Background: an optimization exercise with open tools, aiming at small area. Do not read the settings as production practice. Where RTL was checked, it was by simulation tests only, not by an equivalence proof against the original. Power figures rest on the tool's default switching activity, not on a simulated workload.

Design pcal_engine, start of the top module:
module pcal_engine (
    input  wire        clk,
    input  wire        rst,
    input  wire [7:0]  cfg_addr,
    input  wire [1:0]  cfg_forced,
    input  wire [7:0]  cfg_retries,
    input  wire        cfg_pin_hook,
    input  wire        cmd_valid,
    output wire        cmd_ready,
    input  wire [31:0] cmd_data,
    output wire        rsp_valid,
    output wire        rsp_ok,
    output wire [15:0] rsp_value,
    output wire        tr_valid,
    output wire [1:0]  tr_kind,
    output wire [6:0]  tr_dev,
    output wire [7:0]  tr_reg,
    output wire [7:0]  tr_wdata,
    input  wire        tr_done,
    input  wire        tr_ok,
    input  wire [7:0]  tr_rdata,
    output wire        evt_valid,
    output wire        evt_global,
    output wire [7:0]  evt_id,
    output wire [3:0]  evt_pin,
    output wire        evt_state,
    output wire [15:0] evt_status
);
    localparam [4:0] S_CLR  = 5'd0,  S_IDLE = 5'd1,  S_LIST = 5'd2,  S_EXEC = 5'd3,
                     S_HPIN = 5'd4,  S_HINI = 5'd5,  S_DOF  = 5'd6,  S_DET0 = 5'd7,
                     S_DET1 = 5'd8,  S_DET2 = 5'd9,  S_POST = 5'd10, S_GATE = 5'd11,
                     S_LR   = 5'd12, S_LW   = 5'd13, S_RST  = 5'd14, S_ANS  = 5'd15,
                     S_CBW  = 5'd17, S_HX   = 5'd18, S_EVG  = 5'd19,
                     S_EVW  = 5'd20, S_EVP  = 5'd21, S_RESP = 5'd22, S_RFL  = 5'd23,
                     S_HXW  = 5'd24, S_SNW  = 5'd25, S_SNP  = 5'd26;
    reg [2:0]  ab;           
    reg [7:0]  retries;
    reg [1:0]  forced;
    reg        hook;
    reg [4:0]  err;          
    reg [1:0]  variant;
    reg        init;
    reg [15:0] snr;          
    reg [7:0]  gcb;
    reg [7:0]  cid [0:15];   
    reg [1:0]  ced [0:15];   
    reg [3:0]  pos;
    reg [4:0]  state;
    reg [6:0]  op;
    reg        bad, pinbad;
    reg [3:0]  pn;
    reg [31:0] X;
    reg [15:0] M;
    reg [7:0]  att;
    reg        t6;
    reg [3:0]  tl;
    reg [1:0]  s;
    wire [7:0] B0 = X[7:0], B1 = X[15:8], B2 = X[23:16], B3 = X[31:24];
    wire [15:0] stv  = {B2, B0};
    wire [15:0] curv = {B3, B1};
    wire        cur_b = curv[pos];
    wire o_init   = op == 7'h01, o_detect = op == 7'h02, o_setret = op == 7'h03,
         o_geterr = op == 7'h04, o_clrerr = op == 7'h05, o_getvar = op == 7'h06,
  ...
Size in the first run: about 1300 cells after synthesis, about 13000 um2 of cells after synthesis.
Settings: LEC_CHECK=0, CAP_MARGIN=20, CORE_MARGIN=2, CORE_UTILIZATION=40, PLACE_DENSITY=0.6, SLEW_MARGIN=20; clock period 8.0 ns.
standard.sh (not shown) runs the stock make flow with config.mk's settings and CLKGATE_MAP_FILE= SYNTH_SCRIPT=/design/flow/synth_recipe.tcl, a recipe that flattens the netlist after the stock synthesis.
==> flow/flow/run.sh <==
#!/bin/bash
# Own layout flow: the standard layout, with three changes.
#  - synthesis: the standard flow's synthesis script unchanged, except that the ABC call
#    uses an area-oriented script (flow/area.abc) instead of ORFS's speed
#    script; registers are mapped before ABC runs, so they are untouched.
#  - port buffers: buffer_ports uses sky130_fd_sc_hd__buf_1.
#  - CTS: no dummy loads.
set -euo pipefail
W=$(pwd)
cat > "$W/own_synth.tcl" <<TCL
proc abc {args} {
  set out {}
  set skip 0
  foreach a \$args {
    if {\$skip} { set skip 0; continue }
    if {\$a eq "-script" || \$a eq "-constr"} { set skip 1; continue }
    lappend out \$a
  }
  yosys abc -script $W/flow/area.abc {*}\$out
}
source $W/synth_recipe.tcl
TCL
sed "s#SYNTH_SCRIPT=[^ ]*synth_recipe.tcl#SYNTH_SCRIPT=$W/own_synth.tcl#" standard.sh > own_standard.sh
grep -q own_synth.tcl own_standard.sh
export BUFFER_PORTS_ARGS="-buffer_cell sky130_fd_sc_hd__buf_1"
export CTS_ARGS="-sink_clustering_enable -repair_clock_nets -dont_use_dummy_load -buf_list sky130_fd_sc_hd__clkbuf_8 -sink_clustering_size 14 -sink_clustering_max_diameter 80"
bash own_standard.sh > "$W/flow_make.log" 2>&1
==> flow/flow/area.abc <==
strash
&get -n
&fraig -x
&put
scorr
dc2
strash
&get -n
&dch -f
&nf -R 1000
&put
The first run produced a clean layout.
Edit:
==> flow/flow/area.abc (replaced) <==
strash
&get -n
&fraig -x
&put
scorr
dc2
strash
&get -n
&dch -f
&nf -R 1000
&put
strash
&get -n
&dch -f
&nf -R 1000
&put
Settings changed: CORE_UTILIZATION 40 to 55, PLACE_DENSITY 0.6 to 0.65.
Die area went down by a quarter to a third.
First-iteration DRC count went up by about a fifth.
Total power came out lower by a few percent.
Edit:
--- a/flow/flow/run.sh
+++ b/flow/flow/run.sh
@@ -24,4 +24,4 @@
 grep -q own_synth.tcl own_standard.sh
 export BUFFER_PORTS_ARGS="-buffer_cell sky130_fd_sc_hd__buf_1"
-export CTS_ARGS="-sink_clustering_enable -repair_clock_nets -dont_use_dummy_load -buf_list sky130_fd_sc_hd__clkbuf_8 -sink_clustering_size 14 -sink_clustering_max_diameter 80"
+export CTS_ARGS="-sink_clustering_enable -repair_clock_nets -dont_use_dummy_load -buf_list sky130_fd_sc_hd__clkbuf_8 -sink_clustering_size 20 -sink_clustering_max_diameter 50"
 bash own_standard.sh > "$W/flow_make.log" 2>&1
==> flow/flow/area.abc (replaced) <==
strash
&get -n
&fraig -x
&put
scorr
dc2
strash
&get -n
&dch -f
&nf -R 1000
&put
Settings changed: CORE_UTILIZATION 55 to 40, PLACE_DENSITY 0.65 to 0.6.
What happened: The new run passed the timing, design-rule and antenna checks; cell area climbs by a few percent; maximum frequency climbs slightly; register-to-register slack is better by 0.02 ns; flip-flop and latch count is unchanged; setup slack is better by 0.024 ns; total power climbs by a little under a tenth.
Edit:
--- a/flow/flow/run.sh
+++ b/flow/flow/run.sh
@@ -24,4 +24,4 @@
 grep -q own_synth.tcl own_standard.sh
 export BUFFER_PORTS_ARGS="-buffer_cell sky130_fd_sc_hd__buf_1"
-export CTS_ARGS="-sink_clustering_enable -repair_clock_nets -dont_use_dummy_load -buf_list sky130_fd_sc_hd__clkbuf_8 -sink_clustering_size 20 -sink_clustering_max_diameter 50"
+export CTS_ARGS="-sink_clustering_enable -repair_clock_nets -dont_use_dummy_load -buf_list sky130_fd_sc_hd__clkbuf_8 -sink_clustering_size 14 -sink_clustering_max_diameter 80"
 bash own_standard.sh > "$W/flow_make.log" 2>&1
==> flow/flow/area.abc (replaced) <==
strash
&get -n
&fraig -x
&put
scorr
dc2
strash
&get -n
&dch -f
&nf -R 1000
&put
strash
&get -n
&dch -f
&nf -R 1000
&put
Settings changed: CORE_UTILIZATION 40 to 30, PLACE_DENSITY 0.6 to 0.5.
The changed run ran to the end with no violations.
Clock power drops by a few percent.
Cell count goes up by a few percent.
Clock-buffer cell count is lower by 3.
Design area barely changes.
Area after synthesis went down slightly.
Sequential cell count stays the same.
Total power drops by a few percent.
Edit:
--- a/flow/flow/run.sh
+++ b/flow/flow/run.sh
@@ -24,4 +24,4 @@
 grep -q own_synth.tcl own_standard.sh
 export BUFFER_PORTS_ARGS="-buffer_cell sky130_fd_sc_hd__buf_1"
-export CTS_ARGS="-sink_clustering_enable -repair_clock_nets -dont_use_dummy_load -buf_list sky130_fd_sc_hd__clkbuf_8 -sink_clustering_size 14 -sink_clustering_max_diameter 80"
+export CTS_ARGS="-sink_clustering_enable -repair_clock_nets -dont_use_dummy_load -buf_list sky130_fd_sc_hd__clkbuf_8 -sink_clustering_size 16 -sink_clustering_max_diameter 80"
 bash own_standard.sh > "$W/flow_make.log" 2>&1
==> flow/flow/area.abc (replaced) <==
strash
&get -n
&fraig -x
&put
scorr
dc2
strash
&get -n
&dch -f
&nf -R 1000
&put
Settings changed: CORE_UTILIZATION 30 to 40, PLACE_DENSITY 0.5 to 0.6.
Effect: Final cell count goes down by 6.3%. Non-clock buffer count went down by 4. Routed wire length came out lower by 3.3%. Worst setup slack improves by 0.48 ns. Utilization climbs by 10 points. Fmax is higher by 8.9%.
Edit:
--- a/flow/flow/run.sh
+++ b/flow/flow/run.sh
@@ -24,4 +24,4 @@
 grep -q own_synth.tcl own_standard.sh
 export BUFFER_PORTS_ARGS="-buffer_cell sky130_fd_sc_hd__buf_1"
-export CTS_ARGS="-sink_clustering_enable -repair_clock_nets -dont_use_dummy_load -buf_list sky130_fd_sc_hd__clkbuf_8 -sink_clustering_size 16 -sink_clustering_max_diameter 80"
+export CTS_ARGS="-sink_clustering_enable -repair_clock_nets -dont_use_dummy_load -buf_list sky130_fd_sc_hd__clkbuf_8 -sink_clustering_size 14 -sink_clustering_max_diameter 80"
 bash own_standard.sh > "$W/flow_make.log" 2>&1
==> flow/flow/area.abc (replaced) <==
strash
&get -n
&fraig -x
&put
scorr
dc2
strash
&get -n
&dch -f
&nf -R 1000
&put
strash
&get -n
&dch -f
&nf -R 1000
&put
Register-to-register slack gains 0.08 ns.
Clock skew stays flat.
Combinational power decreases by about 10%.
First-iteration DRC count decreases by about 15%.
Synthesized cell count decreases by 0.75%.

* * *

pcal_engine again, from the RTL that the note above started with.
clock: 8.0 ns
lec_check: 0
cap_margin: 20
core_margin: 2
core_utilization: 40
place_density: 0.6
slew_margin: 20
==> flow/flow/run.sh <==
#!/bin/bash
# Own layout flow: the standard layout, with three changes.
#  - synthesis: the standard flow's synthesis script unchanged, except that the ABC call
#    uses an area-oriented script (flow/area.abc) instead of ORFS's speed
#    script; registers are mapped before ABC runs, so they are untouched.
#  - port buffers: buffer_ports uses sky130_fd_sc_hd__buf_1.
#  - CTS: no dummy loads.
set -euo pipefail
W=$(pwd)
cat > "$W/own_synth.tcl" <<TCL
proc abc {args} {
  set out {}
  set skip 0
  foreach a \$args {
    if {\$skip} { set skip 0; continue }
    if {\$a eq "-script" || \$a eq "-constr"} { set skip 1; continue }
    lappend out \$a
  }
  yosys abc -script $W/flow/area.abc {*}\$out
}
source $W/synth_recipe.tcl
TCL
sed "s#SYNTH_SCRIPT=[^ ]*synth_recipe.tcl#SYNTH_SCRIPT=$W/own_synth.tcl#" standard.sh > own_standard.sh
grep -q own_synth.tcl own_standard.sh
export BUFFER_PORTS_ARGS="-buffer_cell sky130_fd_sc_hd__buf_1"
export CTS_ARGS="-sink_clustering_enable -repair_clock_nets -dont_use_dummy_load -buf_list sky130_fd_sc_hd__clkbuf_8 -sink_clustering_size 24 -sink_clustering_max_diameter 60"
bash own_standard.sh > "$W/flow_make.log" 2>&1
==> flow/flow/area.abc <==
strash
&get -n
&fraig -x
&put
scorr
dc2
strash
&get -n
&dch -f
&nf -R 1000
&put
==> next run, changes <==
--- a/flow/flow/run.sh
+++ b/flow/flow/run.sh
@@ -26 +26 @@
-export CTS_ARGS="-sink_clustering_enable -repair_clock_nets -dont_use_dummy_load -buf_list sky130_fd_sc_hd__clkbuf_8 -sink_clustering_size 24 -sink_clustering_max_diameter 60"
+export CTS_ARGS="-sink_clustering_enable -repair_clock_nets -dont_use_dummy_load -buf_list sky130_fd_sc_hd__clkbuf_16 -sink_clustering_size 30 -sink_clustering_max_diameter 40"
=>
- synthesized cell count does not change
- synthesized area stays the same
- count of clock-buffer cells in the layout grows by 15
- final cell count grows by 0.73%
- routed wire length grows by 0.49%
- setup slack is better by 28 ps
- non-clock buffer count shrinks by 1

* * *

## old
Another version of the RTL of pcal_engine (not shown whole).
Size in the first run: roughly 290 flip-flops, ~13,000 µm² of cells after synthesis.
Settings: LEC_CHECK=0, CAP_MARGIN=20, CORE_MARGIN=2, CORE_UTILIZATION=50, PLACE_DENSITY=0.6, SLEW_MARGIN=20; clock period 8.0 ns.
==> flow/flow/run.sh <==
#!/bin/bash
# Own layout flow: the standard layout, with three changes.
#  - synthesis: the standard flow's synthesis script unchanged, except that the ABC call
#    uses an area-oriented script (flow/area.abc) instead of ORFS's speed
#    script; registers are mapped before ABC runs, so they are untouched.
#  - port buffers: buffer_ports uses sky130_fd_sc_hd__buf_1.
#  - CTS: no dummy loads.
set -euo pipefail
W=$(pwd)
cat > "$W/own_synth.tcl" <<TCL
proc abc {args} {
  set out {}
  set skip 0
  foreach a \$args {
    if {\$skip} { set skip 0; continue }
    if {\$a eq "-script" || \$a eq "-constr"} { set skip 1; continue }
    lappend out \$a
  }
  yosys abc -script $W/flow/area.abc {*}\$out
}
source $W/synth_recipe.tcl
TCL
sed "s#SYNTH_SCRIPT=[^ ]*synth_recipe.tcl#SYNTH_SCRIPT=$W/own_synth.tcl#" standard.sh > own_standard.sh
grep -q own_synth.tcl own_standard.sh
export BUFFER_PORTS_ARGS="-buffer_cell sky130_fd_sc_hd__buf_1"
export CTS_ARGS="-sink_clustering_enable -repair_clock_nets -dont_use_dummy_load -buf_list sky130_fd_sc_hd__clkbuf_16 -sink_clustering_size 24 -sink_clustering_max_diameter 60"
bash own_standard.sh > "$W/flow_make.log" 2>&1
Scripts as last shown in full above: flow/flow/area.abc
> inputs changed (old -> new)
-- flow/flow/run.sh --
<<< old, line 26
export CTS_ARGS="-sink_clustering_enable -repair_clock_nets -dont_use_dummy_load -buf_list sky130_fd_sc_hd__clkbuf_16 -sink_clustering_size 24 -sink_clustering_max_diameter 60"
>>> new, line 26
export CTS_ARGS="-sink_clustering_enable -repair_clock_nets -dont_use_dummy_load -buf_list sky130_fd_sc_hd__clkbuf_8 -sink_clustering_size 12 -sink_clustering_max_diameter 50"
Findings:
Of old and new, the run reporting the lower routing usage on met2 was new.
Relative to old, layout clock buffer count has increased by 12 in new.
The core of new is less densely filled than that of old.
Area growth from synthesis to final layout in new vs old: down 0.89 points
Across both runs, fraction of layout cells with a size suffix above 1 was higher for new than for old.
No functional check of the RTL was part of any run of this note.

* * *

RTL: one of the versions met above, not the one the previous note started from.
For scale: roughly 1300 cells after synthesis, about 290 flip-flops, ~140 I/O pins.
==> flow/config.mk <==
export PLATFORM = sky130hd
export DESIGN_NAME = pcal_engine
export DESIGN_NICKNAME = pcal_engine
export VERILOG_FILES = /design/flow/design.v
export SDC_FILE = /design/flow/constraint.sdc
export NUM_CORES = 4
export LEC_CHECK = 0
export CAP_MARGIN = 0
export CORE_MARGIN = 2
export CORE_UTILIZATION = 40
export GPL_TIMING_DRIVEN = 0
export PLACE_DENSITY = 0.6
export SLEW_MARGIN = 0
==> flow/constraint.sdc <==
create_clock -name core_clock -period 8.0 [get_ports {clk}]
set_input_delay 1.6000 -clock core_clock [delete_from_list [all_inputs] [get_ports {clk}]]
set_output_delay 1.6000 -clock core_clock [all_outputs]
set_load 0.01 [all_outputs]
==> flow/flow/run.sh <==
#!/bin/bash
# Own layout flow: the standard layout, with three changes.
#  - synthesis: the standard flow's synthesis script unchanged, except that the ABC call
#    uses an area-oriented script (flow/area.abc) instead of ORFS's speed
#    script; registers are mapped before ABC runs, so they are untouched.
#  - port buffers: buffer_ports uses sky130_fd_sc_hd__buf_1.
#  - CTS: no dummy loads.
set -euo pipefail
W=$(pwd)
cat > "$W/own_synth.tcl" <<TCL
proc abc {args} {
  set out {}
  set skip 0
  foreach a \$args {
    if {\$skip} { set skip 0; continue }
    if {\$a eq "-script" || \$a eq "-constr"} { set skip 1; continue }
    lappend out \$a
  }
  yosys abc -script $W/flow/area.abc {*}\$out
}
source $W/synth_recipe.tcl
TCL
sed "s#SYNTH_SCRIPT=[^ ]*synth_recipe.tcl#SYNTH_SCRIPT=$W/own_synth.tcl#" standard.sh > own_standard.sh
grep -q own_synth.tcl own_standard.sh
export BUFFER_PORTS_ARGS="-buffer_cell sky130_fd_sc_hd__buf_1"
export CTS_ARGS="-sink_clustering_enable -repair_clock_nets -dont_use_dummy_load -buf_list sky130_fd_sc_hd__clkbuf_8 -sink_clustering_size 20 -sink_clustering_max_diameter 50"
bash own_standard.sh > "$W/flow_make.log" 2>&1
Scripts as last shown in full above: flow/flow/area.abc
The baseline finished with timing, DRC and antenna clean.
Change:
--- a/flow/flow/run.sh
+++ b/flow/flow/run.sh
@@ -24,4 +24,4 @@
 grep -q own_synth.tcl own_standard.sh
 export BUFFER_PORTS_ARGS="-buffer_cell sky130_fd_sc_hd__buf_1"
-export CTS_ARGS="-sink_clustering_enable -repair_clock_nets -dont_use_dummy_load -buf_list sky130_fd_sc_hd__clkbuf_8 -sink_clustering_size 20 -sink_clustering_max_diameter 50"
+export CTS_ARGS="-sink_clustering_enable -repair_clock_nets -dont_use_dummy_load -buf_list {sky130_fd_sc_hd__clkbuf_8 sky130_fd_sc_hd__clkbuf_16} -sink_clustering_size 16 -sink_clustering_max_diameter 80"
 bash own_standard.sh > "$W/flow_make.log" 2>&1
CAP_MARGIN = 20   (was 0)
GPL_TIMING_DRIVEN = not set   (was 0)
SLEW_MARGIN = 20   (was 0)
Result:
- sequential power is about the same
- final cell count stays flat
- clock power came out higher by about 16%

==> static timing again, ports no longer ideal <==
The flow's constraints put no driver on any port. The routed layouts listed below were extracted and timed again, unchanged, in two steps. Step 1 sets driving cells, clkbuf_16 on the clock port and buf_2 on the other inputs (assumed; they add their load-dependent delay and slew). Step 2, shift: input delay + t, output delay - t, t = (earliest + latest rising clock arrival at the registers) / 2. This alone moves slack from input paths to output paths. Three values: ideal, step 1, step 2; two values: the first two.
| run | shift t [ns] | slack for setup (ns) | worst setup path after step 2 | worst register clock-pin slew, ns |
|---|---|---|---|---|
| the first run of note 1 | 0.614 | 2.587 / 2.538 / 2.848 | register to register | 0.10 / 0.10 |
| the second run of note 1 | 0.592 | 2.527 / 2.485 / 2.861 | register to register | 0.10 / 0.10 |
| the third run of note 1 | 0.659 | 2.551 / 2.504 / 2.883 | register to register | 0.11 / 0.11 |
| the fourth run of note 1 | 0.639 | 2.084 / 2.037 / 2.676 | register to output | 0.10 / 0.10 |
| the fifth run of note 1 | 0.609 | 2.566 / 2.517 / 2.838 | register to register | 0.12 / 0.12 |
| the sixth run of note 1 | 0.605 | 2.274 / 2.226 / 2.831 | register to output | 0.09 / 0.09 |
| the first run of note 2 | 0.623 | 2.621 / 2.573 / 2.870 | register to register | 0.12 / 0.12 |
| the second run of note 2 | 0.566 | 2.649 / 2.594 / 2.862 | register to register | 0.07 / 0.07 |
| old | 0.585 | 1.622 / 1.622 / 1.622 | register to register | 0.09 / 0.09 |
| new | 0.578 | 1.606 / 1.566 / 1.606 | register to register | 0.09 / 0.09 |
| the first run of note 4 | 0.579 | 2.445 / 2.441 / 2.445 | register to register | 0.11 / 0.11 |
| the second run of note 4 | 0.565 | 2.633 / 2.583 / 2.840 | register to register | 0.08 / 0.08 |
After both steps every run listed still meets setup and hold.
